What follows belongs to an exercise in optimizing a design on an open flow for small area, a short achievable clock period and few clock cycles per item; a production flow would make more cautious choices.
Function was checked by simulation only, so behaviour that the tests miss may differ from the original.

==> flow/run.sh <==
#!/bin/bash
# synth_recipe.tcl (not shown) runs the flow's synth.tcl, then flattens the netlist and writes it again
# the make line also repeats each setting of config.mk as NAME=value (left out here)
make -C /OpenROAD-flow-scripts/flow DESIGN_CONFIG=/design/flow/config.mk WORK_HOME=/design/flow/orfs CLKGATE_MAP_FILE= SYNTH_SCRIPT=/design/flow/synth_recipe.tcl finish
==> flow/config.mk <==
export PLATFORM = sky130hd
export DESIGN_NAME = decconv_dec
export DESIGN_NICKNAME = decconv_dec
export VERILOG_FILES = /design/flow/design.v
export SDC_FILE = /design/flow/constraint.sdc
export NUM_CORES = 4
export LEC_CHECK = 0
export CAP_MARGIN = 20
export CORE_MARGIN = 2
export CORE_UTILIZATION = 40
export SLEW_MARGIN = 20
==> flow/constraint.sdc <==
create_clock -name core_clock -period 10.0 [get_ports {clk}]
set_input_delay 2.0000 -clock core_clock [delete_from_list [all_inputs] [get_ports {clk}]]
set_output_delay 2.0000 -clock core_clock [all_outputs]
set_load 0.01 [all_outputs]
==> flow/design.v <==
module decconv_dec (
  input  wire         clk,
  input  wire         rst_n,
  input  wire         start,
  input  wire         w128,
  input  wire [5:0]   prec,
  input  wire [5:0]   scale,
  input  wire [5:0]   tlen,
  input  wire [383:0] tbuf,
  output wire         busy,
  output reg          done,
  output reg  [3:0]   err,
  output reg  [5:0]   pos,
  output reg  [5:0]   ord,
  output reg  [5:0]   lim,
  output reg  [127:0] r
);
  localparam integer LMAX = 48;
  localparam [3:0] E_OK    = 4'd0,
                   E_EMPTY = 4'd1,
                   E_INV   = 4'd2,
                   E_IOVF  = 4'd3,
                   E_FOVF  = 4'd4,
                   E_PARAM = 4'd9;
  localparam [2:0] ST_IDLE = 3'd0,
                   ST_INT  = 3'd1,
                   ST_FRAC = 3'd2,
                   ST_FMUL = 3'd3,
                   ST_CI   = 3'd4,
                   ST_CF   = 3'd5,
                   ST_FIN  = 3'd6;
  reg [2:0]   state;
  reg [383:0] buf_r;
  reg [5:0]   n;
  reg [5:0]   p;           
  reg [5:0]   s_r;
  reg [5:0]   budget;
  reg         neg;
  reg [5:0]   icount;
  reg [5:0]   scount;
  reg [6:0]   meaningful;
  reg [6:0]   cnt;
  reg [3:0]   d_r;
  reg [127:0] integral;
  reg [127:0] frac;
  assign busy = (state != ST_IDLE);
  function [127:0] mul10(input [127:0] x);
    mul10 = {x[124:0], 3'b000} + {x[126:0], 1'b0};
  endfunction
  wire [5:0] pmax      = w128 ? 6'd38 : 6'd9;
  wire       bad_param = (scale > prec) || (prec > pmax) || (tlen > LMAX);
  wire [7:0] c        = buf_r[8*p +: 8];
  wire       is_digit = (c >= 8'h30) && (c <= 8'h39);
  wire [3:0] dig      = c[3:0];
  wire [5:0] icount_nxt = icount + 6'd1;
  wire [6:0] scount_nxt = {1'b0, scount} + meaningful;
  wire [127:0] sum = integral + frac;
  always @(posedge clk) begin
    if (!rst_n) begin
      state <= ST_IDLE;
      done  <= 1'b0;
    end else begin
      done <= 1'b0;
      case (state)
        ST_IDLE: begin
          if (start) begin
            if (bad_param) begin
              err   <= E_PARAM;
              pos   <= 6'd0;
              ord   <= 6'd0;
              lim   <= 6'd0;
              r     <= 128'd0;
              done  <= 1'b1;
              state <= ST_IDLE;
            end else if (tlen == 6'd0) begin
              err   <= E_EMPTY;
              pos   <= 6'd0;
              ord   <= 6'd0;
              lim   <= 6'd0;
              r     <= 128'd0;
              done  <= 1'b1;
              state <= ST_IDLE;
            end else begin
              buf_r      <= tbuf;
              n          <= tlen;
              s_r        <= scale;
              budget     <= prec - scale;
              neg        <= (tbuf[7:0] == 8'h2D);
              p          <= (tbuf[7:0] == 8'h2D) ? 6'd1 : 6'd0;
              icount     <= 6'd0;
              scount     <= 6'd0;
              meaningful <= 7'd1;
              integral   <= 128'd0;
              frac       <= 128'd0;
              state      <= ST_INT;
            end
          end
        end
        ST_INT: begin
          if (p == n) begin
            cnt   <= {1'b0, s_r};
            state <= ST_CI;
          end else if (c == 8'h2E) begin
            p     <= p + 6'd1;
            state <= ST_FRAC;
          end else if (!is_digit) begin
            err   <= E_INV;
            pos   <= p;
            ord   <= 6'd0;
            lim   <= 6'd0;
            r     <= 128'd0;
            done  <= 1'b1;
            state <= ST_IDLE;
          end else if (dig == 4'd0 && icount == 6'd0) begin
            p <= p + 6'd1;
          end else if (icount_nxt > budget) begin
            err   <= E_IOVF;
            pos   <= p;
            ord   <= icount_nxt;
            lim   <= budget;
            r     <= 128'd0;
            done  <= 1'b1;
            state <= ST_IDLE;
          end else begin
            icount   <= icount_nxt;
            integral <= mul10(integral) + {124'd0, dig};
            p        <= p + 6'd1;
          end
        end
        ST_FRAC: begin
          if (p == n) begin
            cnt   <= {1'b0, s_r};
            state <= ST_CI;
          end else if (!is_digit) begin
            err   <= E_INV;
            pos   <= p;
            ord   <= 6'd0;
            lim   <= 6'd0;
            r     <= 128'd0;
            done  <= 1'b1;
            state <= ST_IDLE;
          end else if (dig == 4'd0) begin
            meaningful <= meaningful + 7'd1;
            p          <= p + 6'd1;
          end else if (scount_nxt > {1'b0, s_r}) begin
            err   <= E_FOVF;
            pos   <= p;
            ord   <= scount_nxt[5:0];
            lim   <= s_r;
            r     <= 128'd0;
            done  <= 1'b1;
            state <= ST_IDLE;
          end else begin
            scount <= scount_nxt[5:0];
            if (meaningful == 7'd1) begin
              frac <= mul10(frac) + {124'd0, dig};
              p    <= p + 6'd1;
            end else begin
              frac  <= mul10(frac);
              cnt   <= meaningful - 7'd1;
              d_r   <= dig;
              state <= ST_FMUL;
            end
            meaningful <= 7'd1;
          end
        end
        ST_FMUL: begin
          cnt <= cnt - 7'd1;
          if (cnt == 7'd1) begin
            frac  <= mul10(frac) + {124'd0, d_r};
            p     <= p + 6'd1;
            state <= ST_FRAC;
          end else begin
            frac <= mul10(frac);
          end
        end
        ST_CI: begin
          if (cnt == 7'd0) begin
            cnt   <= {1'b0, s_r - scount};
            state <= ST_CF;
          end else begin
            integral <= mul10(integral);
            cnt      <= cnt - 7'd1;
          end
        end
        ST_CF: begin
          if (cnt == 7'd0) begin
            state <= ST_FIN;
          end else begin
            frac <= mul10(frac);
            cnt  <= cnt - 7'd1;
          end
        end
        ST_FIN: begin
          r     <= neg ? (~sum + 128'd1) : sum;
          err   <= E_OK;
          pos   <= 6'd0;
          ord   <= 6'd0;
          lim   <= 6'd0;
          done  <= 1'b1;
          state <= ST_IDLE;
        end
        default: state <= ST_IDLE;
      endcase
    end
  end
endmodule
==> qor.yml <==
status: "timing/DRC/antenna clean"
die-area_mm2: 0.1911
max_freq_ghz: 0.1214
htreeDepth: 3
area_growth_pct: 15.67
fin_hold_ws_ns: 0.5471
min-delay-path-class: "reg -> reg"
placed_cell_area_mm2: 0.08340
reg2reg_slack_ns: 1.77
cp_slowest_cell: "edfxtp_1"
drt_wl_total_um: 387900
min-delay-start: "d_r[0]$_DFFE_PP_"
synth_edf_count: 845
path_cells: "buf_4 > mux4_2 > mux2_2 > a21oi_1 > o22ai_1 > ha_1 > a21o_1 > a21oi_1 > nor3_1 > nand4_1 > a21oi_1 > and3_1 > nand3_1 > or4b_2 > nor3_2 > nand4_1 > nor3_1 > nor4bb_1 > xor2_1 > o22ai_1"
hold_buffers: 0
final_max_slew_viol_count: 0
worstMarginPinSlew_ns: 1.331
ios: 558
end_kind: "flip-flop"
drcViolationCount: 0
die_h_um: 437.2
cap_violations: 0
fin_skew_ns: 0.07959
timing.rr.start: "p[1]$_SDFFCE_PN0P_"
hpwlAfterDp_um: 324700
grt_use_total_pct: 39.17
numPortBuffers: 557
std_cell_rows: 158
grt_pass1_vias: 73484
hold_depth: 1
syn-cell-area_mm2: 0.07505
cts_tree: "done"
synth_area_per_cell_um2: 8.541
critPathBufInv: 1
clock-sinks: 849
start_util_pct: 40.39
max_stage_delay_ns: 1.02
antenna_found_initial: 49
grt_max_degree: 198
cpMostUsedCell: "a21oi_1"
path_class: "reg -> reg"
ant_nets: 0
r2r_end: "integral[120]$_DFFE_PP_"
viasPerCell: 6.622
final_nets: 10034
synth_seq_cells: 849
crit_fanout: 53
synth_fp_nets: 9629
grt_pass1_wl_um: 540900
worstPathRequired_ns: 10.45
arrival_ns: 8.68
rsz0062_at_grt: "false"
wl_per_cell_um: 32.92
vias: 78014
synth_cell_types: 113
cts_buffer_depth: 3
final-setup-viol-count: 0
start_kind: "flip-flop"
grt_overflow: 0
die_x_um: 437.2
finalSetupTns_ns: 0
cts.repair_timing.setup_buffer_count: 0
core_region_area_mm2: 0.1858
synth-main-ff-cell: "edfxtp_1"
fillers: 18205
cts_root_buf: "clkbuf_16"
first_iter_violations: 10113
syn_inst: 8787
layout_setup_ws_ns: 1.765
critPathTopFamily: "simple AND/OR/NAND/NOR gates"
gp_congestion: 1.090
slew_headroom_pct: 10.48
final_area_mm2: 0.08681
final_hold_viol_count: 0
clk_pin_slew_worst_paths_ns: 0.06
pre_cts_slack_ns: 2.154
rr_worst_depth: 20
min_period_ns: 8.235
cts_resized: 0
cts_made_buffers: 100
dr.pass1.iters: 9
drive_above_1_share_pct: 6.134
holdPathEnd: "frac[0]$_DFFE_PP_"
synth-seq-area-share_pct: 33.92
ys_async_sr_fraction_pct: 0
clk_latency_ns: 0.81
yosysWarnings: 1
period_share_pct: 82.35
## stage by stage
step | util (%) | std cells
global route | 46.69 | 11762
global placement | 44.85 | 11569
floorplan | - | 8787
CTS | 46.67 | 11756
detailed placement | 44.88 | 11570
finish | 46.71 | 11781
## flip-flops by register name, summed over array words and instances, names as in the netlist, 4 cells and up
name / count
buf_r: 384
frac: 128
integral: 128
r: 128
cnt: 7
meaningful: 7
budget: 6
icount: 6
lim: 6
n: 6
ord: 6
p: 6
pos: 6
s_r: 6
scount: 6
d_r: 4
err: 4
## layout make-up
type	count	area [µm²]	area share (%)
multi-input combinational	7379	47620	54.85
sequential	849	25460	29.32
timing repair buffer	683	6573	7.571
tap	2480	3103	3.574
clock buffer	112	2547	2.935
clock inverter	74	780.7	0.8994
inverter	179	671.9	0.7740
antenna	25	62.56	0.07207
## placed cells by master (no fill, tap or decap), types with 25 or more instances in the layout
master           Yosys  routed
nand2b_1            57      56
ha_1               427     427
diode_2              0      25
o31ai_1             96      96
a31oi_1             79      79
o21bai_1            88      88
inv_1              177     177
mux2i_1             45      45
o21ai_1             58      61
nor2b_1             47      47
xnor2_1            329     329
and3_1              91      91
and4_1              39      39
clkbuf_16            0     100
a21oi_1            847     847
nand4_1            312     312
edfxtp_1           845     845
mux4_2              94      94
nor2_1             852     845
xor2_1             250     250
a221oi_1            31      31
a21o_1             185     185
or2_2               59      59
o22ai_1             81      80
nand3_1            265     265
nand2_1            979     975
nor3_1             312     306
o21ai_0            637     634
and2_1              87      87
a211oi_1            76      73
buf_4                6     120
clkdlybuf4s50_1      0     557
o21a_1              66      66
a21boi_0            34      34
o211ai_1            66      66
clkinv_1             1      25
or3_1               86      86
or4_1               38      38
a22oi_1             29      29
nor4_1             137     132
## worst register-to-register path, stage by stage (launching register included)
cell	delay [ns]
edfxtp_1	1.02
buf_4	0.68
mux4_2	0.39
mux2_2	0.17
a21oi_1	0.14
o22ai_1	0.60
ha_1	0.30
a21o_1	0.14
a21oi_1	0.11
nor3_1	0.36
nand4_1	0.22
a21oi_1	0.25
and3_1	0.33
nand3_1	0.09
or4b_2	0.78
nor3_2	0.84
nand4_1	0.30
nor3_1	0.57
nor4bb_1	0.36
xor2_1	0.17
o22ai_1	0.09
## worst max path at each step
stage,slack [ns],cells past startpoint,to,startpoint
final,1.77,20,integral[120]$_DFFE_PP_,p[1]$_SDFFCE_PN0P_
after global routing,1.46,20,integral[120]$_DFFE_PP_,p[1]$_SDFFCE_PN0P_
after CTS,2.05,20,integral[120]$_DFFE_PP_,p[1]$_SDFFCE_PN0P_
after detailed placement,2.15,20,integral[120]$_DFFE_PP_,p[1]$_SDFFCE_PN0P_
after global placement,1.76,20,integral[120]$_DFFE_PP_,p[1]$_SDFFCE_PN0P_
after floorplan,0.05,12,budget[0]$_DFFE_PP_,prec[0]
## synth_stat cells, drive strengths merged (178+ instances only)
cell / instances / area, µm²
edfxtp: 845 / 25370
nor3: 316 / 1602
o21ai: 695 / 3478
nand2: 980 / 3681
xor2: 250 / 2190
nor2: 852 / 3198
ha: 427 / 5343
a21o: 185 / 1389
clkbuf: 317 / 1190
nand4: 315 / 1998
xnor2: 329 / 2882
nand3: 266 / 1336
a21oi: 848 / 4248
inv: 178 / 668.1
## cells by family (layout without fill, tap and decap cells)
logic type | count (synthesis) | count (layout) | synth area share, %
simple gates | 3515 | 3515 | 23.03
other cells | 0 | 25 | 0
mux | 154 | 154 | 3.646
buf+inv | 559 | 1048 | 2.888
flops | 849 | 849 | 33.92
compound gates | 2695 | 2695 | 22.41
xor+xnor | 579 | 579 | 6.757
fa+ha+maj | 436 | 436 | 7.359
## routing by layer
| layer | part of all wire, % | up-vias | global-route usage, % | wire (µm) |
|---|---|---|---|---|
| met1 | 40 | 38244 | 50.21 | 153400 |
| met4 | 6.3 | 26 | 20.46 | 24380 |
| met5 | 0.044 | - | 0 | 172 |
| met2 | 45 | 4364 | 61.79 | 172700 |
| met3 | 9.6 | 873 | 8.538 | 37210 |
| li1 | - | 34507 | - | - |
Testbench counts, summed over its fixed seeds: cycles 32,661, items 1,200.

afterwards: timing with drivers on the ports:
The flow's constraints put no driver on any port. The routed layout listed below was extracted and timed again, unchanged, in two steps.
Step 1: set_driving_cell puts a clkbuf_16 on clk and a buf_2 on each other input, an assumption about the parent block.
Step 2 moves the port delays by t, midway between the first and last clock arrival at a register: inputs arrive t later, outputs are due t later. That takes back most of the time a late clock gives input paths.
Slacks: ideal ports / drivers / drivers and shift; pairs: ideal ports / drivers.
t (ns): 0.863
slack for setup (ns): 1.765 / 1.765 / 1.765
hold WS [ns]: 0.547 / 0.547 / 0.547
After both steps setup and hold are still met in this run. The setup slack of this run moves by 0.000 ns with the drivers and by 0.000 ns with both steps.
